Background: an optimization exercise with open tools, aiming at a short achievable clock period. Do not read the settings as production practice. The clock input has no modelled driver; a real chip could not lean on it and would need a root buffer or a full tree. Power figures rest on the tool's default switching activity, not on a simulated workload.

==> run X <==
## fcp
module fcp #(
    parameter PMAX = 64                  
) (
    input  wire        clk,
    input  wire        rst,              
    input  wire        req_valid,
    input  wire [35:0] req,
    output reg         rsp_valid,
    output reg  [49:0] rsp
);
    wire [3:0]  opsel = req[35:32];
    wire [31:0] arg   = req[31:0];
    wire [7:0]  b     = arg[7:0];
    wire [15:0] s_len = arg[31:16];
    reg         st_idle, st_fill, st_emit;    
    reg  [7:0]  acc_s;       
    reg  [7:0]  acc_c;
    reg  [7:0]  t_type;
    reg  [7:0]  t_id;
    reg  [6:0]  t_len;       
    reg  [PMAX-1:0] pc;      
    reg  [6:0]  prem;        
    reg         prem1;       
    reg         prem2;       
    reg         wen;         
    reg  [7:0]  wd;
    reg  [6:0]  kh;          
    reg  [6:0]  eidx;
    reg         elast;       
    reg         sp;          
    reg  [5:0]  hc;          
    reg         hvalid;
    reg  [47:0] hdr;         
    reg  [7:0]  pbuf [0:PMAX-1];
    wire plast = wen ? prem2 : prem1;
    wire v, a_csinit, a_encst, a_encpay, a_emit, a_push, a_hdclr;
    wire acc_en, acc_init, acc_hdr;
    wire n_idle, n_fill, n_emit;
  ...
clock: 4.5 ns
lec_check: 0
abc_clock_period_in_ps: 800
cap_margin: 20
core_margin: 2
core_utilization: 40
place_density: 0.6
setup_slack_margin: 2.5
slew_margin: 20
synth_hierarchical: 1
synth_minimum_keep_size: 0
standard.sh (not shown) runs the stock make flow with config.mk's settings and CLKGATE_MAP_FILE= SYNTH_SCRIPT=/design/flow/synth_recipe.tcl, a recipe that flattens the netlist after the stock synthesis.
==> flow/flow/run.sh <==
#!/bin/bash
# Standard layout, with the clock tree built by flow/tree.tcl (two levels of
# clkbuf_16) instead of TritonCTS. Full output of the ORFS run goes to
# flow_standard.log in the work folder; ORFS's own per-step logs stay under orfs/logs.
set -euo pipefail
W=$(pwd)
export PRE_CTS_TCL="$W/flow/tree.tcl"
bash standard.sh > "$W/flow_standard.log" 2>&1
==> flow/flow/tree.tcl <==
# PRE_CTS hook: build a two-level clock tree by hand in place of TritonCTS.
# The clock port drives NROOT clkbuf_16 buffers; each drives the clkbuf_16
# leaf buffers of its region; each leaf drives at most LEAF_MAX flip-flops.
# Regions and leaf clusters come from recursive bisection of the flip-flop
# positions (alternating x and y at the median).

set LEAF_MAX 28
set NROOT_LEVELS 2   ;# 2 bisections -> 4 root buffers
set BUF sky130_fd_sc_hd__clkbuf_16

set db    [ord::get_db]
set block [ord::get_db_block]
set master [$db findMaster $BUF]
set clknet [$block findNet clk]

# Port buffers: the flow leaves delay cells (clkdlybuf4s50_1) at the ports;
# use plain buffers so the port paths start fast.
foreach bt [$block getBTerms] {
  set net [$bt getNet]
  if {[$net getName] == "clk"} continue
  foreach it [$net getITerms] {
    set inst [$it getInst]
    if {[$bt getIoType] == "INPUT"} {
      replace_cell [$inst getName] sky130_fd_sc_hd__buf_8
    } else {
      replace_cell [$inst getName] sky130_fd_sc_hd__buf_4
    }
  }
}

set sinks {}
foreach it [$clknet getITerms] {
  set inst [$it getInst]
  set bb [$inst getBBox]
  set x [expr {([$bb xMin] + [$bb xMax]) / 2}]
  set y [expr {([$bb yMin] + [$bb yMax]) / 2}]
  lappend sinks [list $x $y $it]
}
puts "tree.tcl: [llength $sinks] clock sinks"

proc bisect {items axis} {
  set s [lsort -integer -index $axis $items]
  set h [expr {[llength $s] / 2}]
  return [list [lrange $s 0 [expr {$h - 1}]] [lrange $s $h end]]
}

# split items until each part has at most max entries
proc split_to {items axis max} {
  if {[llength $items] <= $max} { return [list $items] }
  lassign [bisect $items $axis] a b
  set na [expr {1 - $axis}]
  return [concat [split_to $a $na $max] [split_to $b $na $max]]
}

proc split_levels {items axis levels} {
  if {$levels == 0} { return [list $items] }
  lassign [bisect $items $axis] a b
  set na [expr {1 - $axis}]
  return [concat [split_levels $a $na [expr {$levels - 1}]] [split_levels $b $na [expr {$levels - 1}]]]
}

proc centroid {items} {
  set sx 0; set sy 0
  foreach e $items { set sx [expr {$sx + [lindex $e 0]}]; set sy [expr {$sy + [lindex $e 1]}] }
  set n [llength $items]
  return [list [expr {$sx / $n}] [expr {$sy / $n}]]
}

proc place_buf {block master name x y} {
  set inst [odb::dbInst_create $block $master $name]
  set w [[$inst getMaster] getWidth]
  set h [[$inst getMaster] getHeight]
  $inst setLocation [expr {$x - $w / 2}] [expr {$y - $h / 2}]
  $inst setPlacementStatus PLACED
  return $inst
}

set regions [split_levels $sinks 0 $NROOT_LEVELS]
set r 0
set nleaf 0
foreach reg $regions {
  set leaves [split_to $reg [expr {$NROOT_LEVELS % 2}] $LEAF_MAX]
  set rnet [odb::dbNet_create $block "clknet_r$r"]
  $rnet setSigType CLOCK
  set lc {}
  foreach lf $leaves {
    lassign [centroid $lf] x y
    lappend lc [list $x $y]
    set li [place_buf $block $master "clkbuf_leaf_r${r}_$nleaf" $x $y]
    set lnet [odb::dbNet_create $block "clknet_leaf_$nleaf"]
    $lnet setSigType CLOCK
    [$li findITerm X] connect $lnet
    [$li findITerm A] connect $rnet
    foreach e $lf {
      set it [lindex $e 2]
      $it disconnect
      $it connect $lnet
    }
    incr nleaf
  }
  lassign [centroid $lc] x y
  set ri [place_buf $block $master "clkbuf_root_$r" $x $y]
  [$ri findITerm X] connect $rnet
  [$ri findITerm A] connect $clknet
  incr r
}
$clknet setSigType CLOCK
puts "tree.tcl: $r root buffers, $nleaf leaf buffers"

global_connect
set_propagated_clock [all_clocks]

# TritonCTS is replaced by the tree above
rename clock_tree_synthesis clock_tree_synthesis_unused
proc clock_tree_synthesis {args} { puts "tree.tcl: clock tree built by hand, TritonCTS skipped" }
==> run H: changes against run X <==
--- a/flow/design.v
+++ b/flow/design.v
@@ -13,10 +13,13 @@
     wire [7:0]  b     = arg[7:0];
     wire [15:0] s_len = arg[31:16];
     reg         st_idle, st_fill, st_emit;    
     reg  [7:0]  acc_s;       
     reg  [7:0]  acc_c;
+    reg         acc_sv;      
+    reg  [7:0]  hdr_s;       
+    reg  [7:0]  hdr_c;       
     reg  [7:0]  t_type;
     reg  [7:0]  t_id;
     reg  [6:0]  t_len;       
     reg  [PMAX-1:0] pc;      
     reg  [6:0]  prem;        
@@ -32,31 +35,35 @@
     reg         hvalid;
     reg  [47:0] hdr;         
     reg  [7:0]  pbuf [0:PMAX-1];
     wire plast = wen ? prem2 : prem1;
     wire v, a_csinit, a_encst, a_encpay, a_emit, a_push, a_hdclr;
-    wire acc_en, acc_init, acc_hdr;
+    wire acc_en, acc_init, acc_add;
     wire n_idle, n_fill, n_emit;
     wire g_acc, g_eb, g_em, g_push, g_get, g_pack, g_unpack;
     wire [1:0] status;
+    wire len_big, len_zero;
+    fcp_len u_len (.s_len(s_len), .len_big(len_big), .len_zero(len_zero));
     fcp_dec u_dec (
-        .req_valid(req_valid), .rst(rst), .opsel(opsel), .s_len(s_len),
+        .req_valid(req_valid), .rst(rst), .opsel(opsel),
+        .len_big(len_big), .len_zero(len_zero),
         .st_idle(st_idle), .st_fill(st_fill), .st_emit(st_emit),
         .hvalid(hvalid), .plast(plast), .elast(elast), .kh0(kh[0]),
         .v(v), .a_csinit(a_csinit), .a_encst(a_encst), .a_encpay(a_encpay),
         .a_emit(a_emit), .a_push(a_push), .a_hdclr(a_hdclr),
         .n_idle(n_idle), .n_fill(n_fill), .n_emit(n_emit),
         .g_acc(g_acc), .g_eb(g_eb), .g_em(g_em), .g_push(g_push),
         .g_get(g_get), .g_pack(g_pack), .g_unpack(g_unpack), .status(status)
     );
     fcp_accen u_accen (
-        .req_valid(req_valid), .rst(rst), .opsel(opsel), .s_len(s_len),
-        .st_idle(st_idle), .st_fill(st_fill),
-        .acc_en(acc_en), .acc_init(acc_init), .acc_hdr(acc_hdr)
+        .req_valid(req_valid), .rst(rst), .opsel(opsel),
+        .st_idle(st_idle), .st_fill(st_fill), .acc_sv(acc_sv),
+        .acc_en(acc_en), .acc_init(acc_init), .acc_add(acc_add)
     );
     wire [7:0] acc_n;        
-    fcp_obs u_obs (.acc_s(acc_s), .acc_c(acc_c), .acc_n(acc_n));
+    wire [7:0] eff_s, eff_c;
+    fcp_obs u_obs (.acc_s(eff_s), .acc_c(eff_c), .acc_n(acc_n));
     wire [7:0] ebyte;
     fcp_emux u_emux (
         .kh(kh), .t_type(t_type), .t_id(t_id), .t_len(t_len),
         .sp(sp), .p0(pbuf[0]), .p1(pbuf[1]), .ebyte(ebyte)
     );
@@ -76,20 +83,31 @@
         st_idle <= n_idle;
         st_fill <= n_fill;
         st_emit <= n_emit;
     end
     wire [7:0] acc_s_d, acc_c_d;
+    assign eff_s = acc_sv ? hdr_s : acc_s;
+    assign eff_c = acc_sv ? hdr_c : acc_c;
+    wire [7:0] hdr_s_d, hdr_c_d;
     fcp_accn u_accn (
-        .acc_s(acc_s), .acc_c(acc_c), .b(b), .type_b(arg[7:0]),
-        .id_b(arg[15:8]), .len_b(s_len[7:0]), .init(acc_init), .hdr(acc_hdr),
+        .acc_s(eff_s), .acc_c(eff_c), .b(b), .init(acc_init), .add(acc_add),
         .acc_s_d(acc_s_d), .acc_c_d(acc_c_d)
     );
+    fcp_hsum u_hsum (
+        .type_b(arg[7:0]), .id_b(arg[15:8]), .len_b(s_len[7:0]),
+        .hdr_s(hdr_s_d), .hdr_c(hdr_c_d)
+    );
     always @(posedge clk) begin
         if (acc_en) begin
             acc_s <= acc_s_d;
             acc_c <= acc_c_d;
         end
+        acc_sv <= a_encst;
+        if (st_idle) begin
+            hdr_s <= hdr_s_d;
+            hdr_c <= hdr_c_d;
+        end
     end
     always @(posedge clk) begin
         if (st_idle) begin
             t_type <= arg[7:0];
             t_id   <= arg[15:8];
@@ -155,11 +173,12 @@
 endmodule
 module fcp_dec (
     input  wire        req_valid,
     input  wire        rst,
     input  wire [3:0]  opsel,
-    input  wire [15:0] s_len,
+    input  wire        len_big,
+    input  wire        len_zero,
     input  wire        st_idle,
     input  wire        st_fill,
     input  wire        st_emit,
     input  wire        hvalid,
     input  wire        plast,
@@ -195,14 +214,10 @@
     wire o_get     = (opsel == 4'h9);
     wire o_hdclr   = (opsel == 4'hA);
     wire o_pack    = (opsel == 4'hB);
     wire o_unpack  = (opsel == 4'hC);
     wire o_ill     = (opsel[3:2] == 2'b11) && (opsel[1:0] != 2'b00);
-    wire len_hi0   = ~|s_len[15:7];
-    wire len_lo0   = ~|s_len[5:0];
-    wire len_zero  = len_hi0 && !s_len[6] && len_lo0;
-    wire len_big   = !len_hi0 || (s_len[6] && !len_lo0);
     assign v         = req_valid && !rst;
     assign a_csinit  = v && o_csinit && st_idle;
     wire   a_csadd   = v && o_csadd  && st_idle;
     assign a_encst   = v && o_encst  && st_idle && !len_big;
     assign a_encpay  = v && o_encpay && st_fill;
@@ -235,35 +250,28 @@
 endmodule
 module fcp_accen (
     input  wire        req_valid,
     input  wire        rst,
     input  wire [3:0]  opsel,
-    input  wire [15:0] s_len,
     input  wire        st_idle,
     input  wire        st_fill,
+    input  wire        acc_sv,
     output wire        acc_en,
     output wire        acc_init,
-    output wire        acc_hdr
+    output wire        acc_add
 );
-    wire len_big = (|s_len[15:7]) || (s_len[6] && (|s_len[5:0]));
-    wire v       = req_valid && !rst;
-    assign acc_en   = rst
-                   || (v && st_idle && (opsel == 4'h1 || opsel == 4'h2
-                                        || (opsel == 4'h4 && !len_big)))
-                   || (v && st_fill && opsel == 4'h5);
-    assign acc_init = rst || (opsel == 4'h1);
-    assign acc_hdr  = (opsel == 4'h4);
+    wire v = req_valid && !rst;
+    assign acc_add  = v && ((st_idle && opsel == 4'h2) || (st_fill && opsel == 4'h5));
+    assign acc_init = rst || (v && st_idle && opsel == 4'h1);
+    assign acc_en   = acc_init || acc_sv || acc_add;
 endmodule
 module fcp_accn (
     input  wire [7:0] acc_s,
     input  wire [7:0] acc_c,
     input  wire [7:0] b,
-    input  wire [7:0] type_b,
-    input  wire [7:0] id_b,
-    input  wire [7:0] len_b,
     input  wire       init,
-    input  wire       hdr,
+    input  wire       add,
     output wire [7:0] acc_s_d,
     output wire [7:0] acc_c_d
 );
     function [7:0] pp_add;
         input [7:0] x;
@@ -316,14 +324,77 @@
         begin
             m     = (x & y) | (x & z) | (y & z);
             csa_c = {m[6:0], 1'b0};
         end
     endfunction
+    assign acc_s_d = init ? 8'hFF : add ? csa_s(acc_s, acc_c, b) : acc_s;
+    assign acc_c_d = init ? 8'h00 : add ? csa_c(acc_s, acc_c, b) : acc_c;
+endmodule
+module fcp_hsum (
+    input  wire [7:0] type_b,
+    input  wire [7:0] id_b,
+    input  wire [7:0] len_b,
+    output wire [7:0] hdr_s,
+    output wire [7:0] hdr_c
+);
+    function [7:0] pp_add;
+        input [7:0] x;
+        input [7:0] y;
+        reg   [7:0] g, p, t, g1, t1, g2, t2, g3;
+        integer n;
+        begin
+            g = x & y;
+            p = x ^ y;
+            t = x | y;
+            for (n = 0; n < 8; n = n + 1) begin
+                if (n >= 1) begin
+                    g1[n] = g[n] | ((x[n] & x[n-1]) & y[n-1])
+                                 | ((y[n] & x[n-1]) & y[n-1]);
+                    t1[n] = t[n] & t[n-1];
+                end else begin
+                    g1[n] = g[n];
+                    t1[n] = t[n];
+                end
+            end
+            for (n = 0; n < 8; n = n + 1) begin
+                if (n >= 2) begin
+                    g2[n] = g1[n] | (t1[n] & g1[n-2]);
+                    t2[n] = t1[n] & t1[n-2];
+                end else begin
+                    g2[n] = g1[n];
+                    t2[n] = t1[n];
+                end
+            end
+            for (n = 0; n < 8; n = n + 1) begin
+                if (n >= 4)
+                    g3[n] = g2[n] | (t2[n] & g2[n-4]);
+                else
+                    g3[n] = g2[n];
+            end
+            pp_add = p ^ {g3[6:0], 1'b0};
+        end
+    endfunction
+    function [7:0] csa_s;
+        input [7:0] x;
+        input [7:0] y;
+        input [7:0] z;
+        csa_s = x ^ y ^ z;
+    endfunction
+    function [7:0] csa_c;
+        input [7:0] x;
+        input [7:0] y;
+        input [7:0] z;
+        reg   [7:0] m;
+        begin
+            m     = (x & y) | (x & z) | (y & z);
+            csa_c = {m[6:0], 1'b0};
+        end
+    endfunction
     wire [7:0] hs1 = csa_s(type_b, id_b, len_b);
     wire [7:0] hc1 = csa_c(type_b, id_b, len_b);
-    assign acc_s_d = init ? 8'hFF : hdr ? csa_s(hs1, hc1, 8'd2) : csa_s(acc_s, acc_c, b);
-    assign acc_c_d = init ? 8'h00 : hdr ? csa_c(hs1, hc1, 8'd2) : csa_c(acc_s, acc_c, b);
+    assign hdr_s = csa_s(hs1, hc1, 8'd2);
+    assign hdr_c = csa_c(hs1, hc1, 8'd2);
 endmodule
 module fcp_obs (
     input  wire [7:0] acc_s,
     input  wire [7:0] acc_c,
     output wire [7:0] acc_n
@@ -431,5 +502,33 @@
     input  wire [47:0] rest,
     output wire [47:0] data
 );
     assign data = {rest[47:8], rest[7:0] | (acc_n & {8{g_acc}})};
 endmodule
+module fcp_len (
+    input  wire [15:0] s_len,
+    output wire        len_big,
+    output wire        len_zero
+);
+    wire n1, n2, n3, n4, n5, hi_any, lo_any;
+    fcp_nor3  u_n1 (.a(s_len[15]), .b(s_len[14]), .c(s_len[13]), .y(n1));
+    fcp_nor3  u_n2 (.a(s_len[12]), .b(s_len[11]), .c(s_len[10]), .y(n2));
+    fcp_nor3  u_n3 (.a(s_len[9]),  .b(s_len[8]),  .c(s_len[7]),  .y(n3));
+    fcp_nor3  u_n4 (.a(s_len[5]),  .b(s_len[4]),  .c(s_len[3]),  .y(n4));
+    fcp_nor3  u_n5 (.a(s_len[2]),  .b(s_len[1]),  .c(s_len[0]),  .y(n5));
+    fcp_nand3 u_hi (.a(n1), .b(n2), .c(n3), .y(hi_any));      
+    fcp_nand2 u_lo (.a(n4), .b(n5), .y(lo_any));             
+    fcp_a21o  u_bg (.a1(s_len[6]), .a2(lo_any), .b1(hi_any), .x(len_big));
+    fcp_nor3  u_z  (.a(hi_any), .b(s_len[6]), .c(lo_any), .y(len_zero));
+endmodule
+module fcp_nor3 (input wire a, input wire b, input wire c, output wire y);
+    assign y = ~(a | b | c);
+endmodule
+module fcp_nand3 (input wire a, input wire b, input wire c, output wire y);
+    assign y = ~(a & b & c);
+endmodule
+module fcp_nand2 (input wire a, input wire b, output wire y);
+    assign y = ~(a & b);
+endmodule
+module fcp_a21o (input wire a1, input wire a2, input wire b1, output wire x);
+    assign x = (a1 & a2) | b1;
+endmodule
- SETUP_SLACK_MARGIN: 2.5 -> 2.75
==> run P: changes against run X <==
--- a/flow/design.v
+++ b/flow/design.v
@@ -34,42 +34,37 @@
     reg  [7:0]  pbuf [0:PMAX-1];
     wire plast = wen ? prem2 : prem1;
     wire v, a_csinit, a_encst, a_encpay, a_emit, a_push, a_hdclr;
     wire acc_en, acc_init, acc_hdr;
     wire n_idle, n_fill, n_emit;
-    wire g_acc, g_eb, g_em, g_push, g_get, g_pack, g_unpack;
+    wire g_cs, g_em, g_push, g_get, g_pack, g_unpack;
     wire [1:0] status;
     fcp_dec u_dec (
         .req_valid(req_valid), .rst(rst), .opsel(opsel), .s_len(s_len),
         .st_idle(st_idle), .st_fill(st_fill), .st_emit(st_emit),
-        .hvalid(hvalid), .plast(plast), .elast(elast), .kh0(kh[0]),
+        .hvalid(hvalid), .plast(plast), .elast(elast),
         .v(v), .a_csinit(a_csinit), .a_encst(a_encst), .a_encpay(a_encpay),
         .a_emit(a_emit), .a_push(a_push), .a_hdclr(a_hdclr),
+        .acc_en(acc_en), .acc_init(acc_init), .acc_hdr(acc_hdr),
         .n_idle(n_idle), .n_fill(n_fill), .n_emit(n_emit),
-        .g_acc(g_acc), .g_eb(g_eb), .g_em(g_em), .g_push(g_push),
-        .g_get(g_get), .g_pack(g_pack), .g_unpack(g_unpack), .status(status)
-    );
-    fcp_accen u_accen (
-        .req_valid(req_valid), .rst(rst), .opsel(opsel), .s_len(s_len),
-        .st_idle(st_idle), .st_fill(st_fill),
-        .acc_en(acc_en), .acc_init(acc_init), .acc_hdr(acc_hdr)
+        .g_cs(g_cs), .g_em(g_em), .g_push(g_push), .g_get(g_get),
+        .g_pack(g_pack), .g_unpack(g_unpack), .status(status)
     );
     wire [7:0] acc_n;        
     fcp_obs u_obs (.acc_s(acc_s), .acc_c(acc_c), .acc_n(acc_n));
     wire [7:0] ebyte;
     fcp_emux u_emux (
-        .kh(kh), .t_type(t_type), .t_id(t_id), .t_len(t_len),
+        .kh(kh), .acc_n(acc_n), .t_type(t_type), .t_id(t_id), .t_len(t_len),
         .sp(sp), .p0(pbuf[0]), .p1(pbuf[1]), .ebyte(ebyte)
     );
-    wire [47:0] rest, data;
+    wire [47:0] data;
     fcp_rmux u_rmux (
-        .g_eb(g_eb), .g_em(g_em), .g_push(g_push), .g_get(g_get),
-        .g_pack(g_pack), .g_unpack(g_unpack), .ebyte(ebyte),
+        .g_cs(g_cs), .g_em(g_em), .g_push(g_push), .g_get(g_get),
+        .g_pack(g_pack), .g_unpack(g_unpack), .acc_n(acc_n), .ebyte(ebyte),
         .elast(elast), .hc5(hc[5]), .hvalid(hvalid), .hdr(hdr), .arg(arg),
-        .data(rest)
+        .data(data)
     );
-    fcp_fin u_fin (.g_acc(g_acc), .acc_n(acc_n), .rest(rest), .data(data));
     always @(posedge clk) begin
         rsp_valid <= v;
         rsp       <= {status, data};
     end
     always @(posedge clk) begin
@@ -162,23 +157,24 @@
     input  wire        st_fill,
     input  wire        st_emit,
     input  wire        hvalid,
     input  wire        plast,
     input  wire        elast,
-    input  wire        kh0,
     output wire        v,
     output wire        a_csinit,
     output wire        a_encst,
     output wire        a_encpay,
     output wire        a_emit,
     output wire        a_push,
     output wire        a_hdclr,
+    output wire        acc_en,
+    output wire        acc_init,
+    output wire        acc_hdr,
     output wire        n_idle,
     output wire        n_fill,
     output wire        n_emit,
-    output wire        g_acc,
-    output wire        g_eb,
+    output wire        g_cs,
     output wire        g_em,
     output wire        g_push,
     output wire        g_get,
     output wire        g_pack,
     output wire        g_unpack,
@@ -208,21 +204,23 @@
     assign a_encpay  = v && o_encpay && st_fill;
     assign a_emit    = v && o_encemit && st_emit;
     wire   a_abort   = v && o_abort;
     assign a_push    = v && o_push;
     assign a_hdclr   = v && o_hdclr;
+    assign acc_en    = rst || a_csinit || a_encst || a_csadd || a_encpay;
+    assign acc_init  = rst || o_csinit;
+    assign acc_hdr   = o_encst;
     wire stay = !rst && !a_abort;
     assign n_idle = rst || a_abort
                  || (st_idle && !a_encst)
                  || (a_emit && elast);
     assign n_fill = stay && ((st_fill && !(a_encpay && plast))
                           || (a_encst && !len_zero));
     assign n_emit = stay && ((st_emit && !(a_emit && elast))
                           || (a_encpay && plast)
                           || (a_encst && len_zero));
-    assign g_acc    = (o_csfin && st_idle) || (o_encemit && st_emit && kh0);
-    assign g_eb     = o_encemit && st_emit && !kh0;
+    assign g_cs     = o_csfin && st_idle;
     assign g_em     = o_encemit && st_emit;
     assign g_push   = o_push;
     assign g_get    = o_get;
     assign g_pack   = o_pack;
     assign g_unpack = o_unpack;
@@ -231,30 +229,10 @@
                      || (o_encemit && !st_emit)
                      || (o_get && !hvalid)
                      || o_ill;
     assign status[1] = (o_encst && st_idle && len_big) || o_ill;
 endmodule
-module fcp_accen (
-    input  wire        req_valid,
-    input  wire        rst,
-    input  wire [3:0]  opsel,
-    input  wire [15:0] s_len,
-    input  wire        st_idle,
-    input  wire        st_fill,
-    output wire        acc_en,
-    output wire        acc_init,
-    output wire        acc_hdr
-);
-    wire len_big = (|s_len[15:7]) || (s_len[6] && (|s_len[5:0]));
-    wire v       = req_valid && !rst;
-    assign acc_en   = rst
-                   || (v && st_idle && (opsel == 4'h1 || opsel == 4'h2
-                                        || (opsel == 4'h4 && !len_big)))
-                   || (v && st_fill && opsel == 4'h5);
-    assign acc_init = rst || (opsel == 4'h1);
-    assign acc_hdr  = (opsel == 4'h4);
-endmodule
 module fcp_accn (
     input  wire [7:0] acc_s,
     input  wire [7:0] acc_c,
     input  wire [7:0] b,
     input  wire [7:0] type_b,
@@ -383,53 +361,48 @@
     endfunction
     assign acc_n = ~pp_add(acc_s, acc_c);
 endmodule
 module fcp_emux (
     input  wire [6:0] kh,
+    input  wire [7:0] acc_n,
     input  wire [7:0] t_type,
     input  wire [7:0] t_id,
     input  wire [6:0] t_len,
     input  wire       sp,
     input  wire [7:0] p0,
     input  wire [7:0] p1,
     output wire [7:0] ebyte
 );
     localparam [7:0] PROTO_VER = 8'h03;
     wire [7:0] pay_head = sp ? p1 : p0;
-    assign ebyte = ({8{kh[1]}} & PROTO_VER)
+    assign ebyte = ({8{kh[0]}} & acc_n)
+                 | ({8{kh[1]}} & PROTO_VER)
                  | ({8{kh[2]}} & t_type)
                  | ({8{kh[3]}} & t_id)
                  | ({8{kh[4]}} & {1'b0, t_len})
                  | ({8{kh[6]}} & pay_head);
 endmodule
 module fcp_rmux (
-    input  wire        g_eb,
+    input  wire        g_cs,
     input  wire        g_em,
     input  wire        g_push,
     input  wire        g_get,
     input  wire        g_pack,
     input  wire        g_unpack,
+    input  wire [7:0]  acc_n,
     input  wire [7:0]  ebyte,
     input  wire        elast,
     input  wire        hc5,
     input  wire        hvalid,
     input  wire [47:0] hdr,
     input  wire [31:0] arg,
     output wire [47:0] data
 );
     wire [31:0] pack_w   = {arg[27:6], arg[5:0], 4'b0000};
     wire [31:0] unpack_w = {arg[2:0], arg[3], arg[31:10], arg[9:4]};
-    assign data = ({48{g_eb}}     & {40'd0, ebyte})
-                | ({48{g_em}}     & {39'd0, elast, 8'd0})
+    assign data = ({48{g_cs}}     & {40'd0, acc_n})
+                | ({48{g_em}}     & {39'd0, elast, ebyte})
                 | ({48{g_push}}   & {47'd0, hc5})
                 | ({48{g_get}}    & (hdr & {48{hvalid}}))
                 | ({48{g_pack}}   & {16'd0, pack_w})
                 | ({48{g_unpack}} & {16'd0, unpack_w});
 endmodule
-module fcp_fin (
-    input  wire        g_acc,
-    input  wire [7:0]  acc_n,
-    input  wire [47:0] rest,
-    output wire [47:0] data
-);
-    assign data = {rest[47:8], rest[7:0] | (acc_n & {8{g_acc}})};
-endmodule
--- a/flow/flow/tree.tcl
+++ b/flow/flow/tree.tcl
@@ -10,25 +10,10 @@
 
 set db    [ord::get_db]
 set block [ord::get_db_block]
 set master [$db findMaster $BUF]
 set clknet [$block findNet clk]
-
-# Port buffers: the flow leaves delay cells (clkdlybuf4s50_1) at the ports;
-# use plain buffers so the port paths start fast.
-foreach bt [$block getBTerms] {
-  set net [$bt getNet]
-  if {[$net getName] == "clk"} continue
-  foreach it [$net getITerms] {
-    set inst [$it getInst]
-    if {[$bt getIoType] == "INPUT"} {
-      replace_cell [$inst getName] sky130_fd_sc_hd__buf_8
-    } else {
-      replace_cell [$inst getName] sky130_fd_sc_hd__buf_4
-    }
-  }
-}
 
 set sinks {}
 foreach it [$clknet getITerms] {
   set inst [$it getInst]
   set bb [$inst getBBox]
==> notes <==
- In global-route usage, run X and run P hardly differ.
- Against run P, the area after synthesis of run X is larger by about 1.2%.
- Of run P and run H, run H has the higher sequential cell count (gap 17).
- The lowest sequential share of layout area belongs to run H, the highest to run P.
- Clock skew: run P < run X < run H.
- Total power, lowest first: run X, run P, run H.
- The highest first-iteration DRC count belongs to run H, the lowest to run X.
- Of run P and run H, run H has the higher setup slack (gap 85 ps).
- Die area: run P < run X < run H.
- Combinational power: run P > run H > run X.
Function was not checked in any run of this note: the RTL went through the layout flow alone. In every run of this note, the design's own scripts or RTL, not TritonCTS, make the clock network.

what the ideal ports hide:
The flow's constraints put no driver on any port. The routed layouts listed below were extracted and timed again, unchanged, in two steps.
Step 1 (the two cells are an assumption about what drives the block):
set clk [get_ports {clk}]
set_driving_cell -lib_cell sky130_fd_sc_hd__clkbuf_16 $clk
set_driving_cell -lib_cell sky130_fd_sc_hd__buf_2 [delete_from_list [all_inputs] $clk]
Step 2 adds t to the input delays and takes it off the output delays; t is the mean of the earliest and latest rising clock arrival at the registers after step 1. Input paths then give back, and output paths get back, about the clock's delay inside the block.
Slacks: ideal ports / drivers / drivers and shift; pairs: ideal ports / drivers.
| run | t, ns | setup slack, ns | worst slew at a driven data input, ns |
|---|---|---|---|
| run X | 0.506 | 2.231 / 2.313 / 1.807 | 0.08 |
| run H | 0.512 | 2.314 / 2.314 / 1.931 | 0.13 |
| run P | 0.505 | 2.230 / 2.230 / 2.090 | 0.10 |
After both steps setup and hold are still met in every run listed. For run X, which loses most, drivers alone change the setup slack by +0.082 ns; drivers and shift together by -0.424 ns.
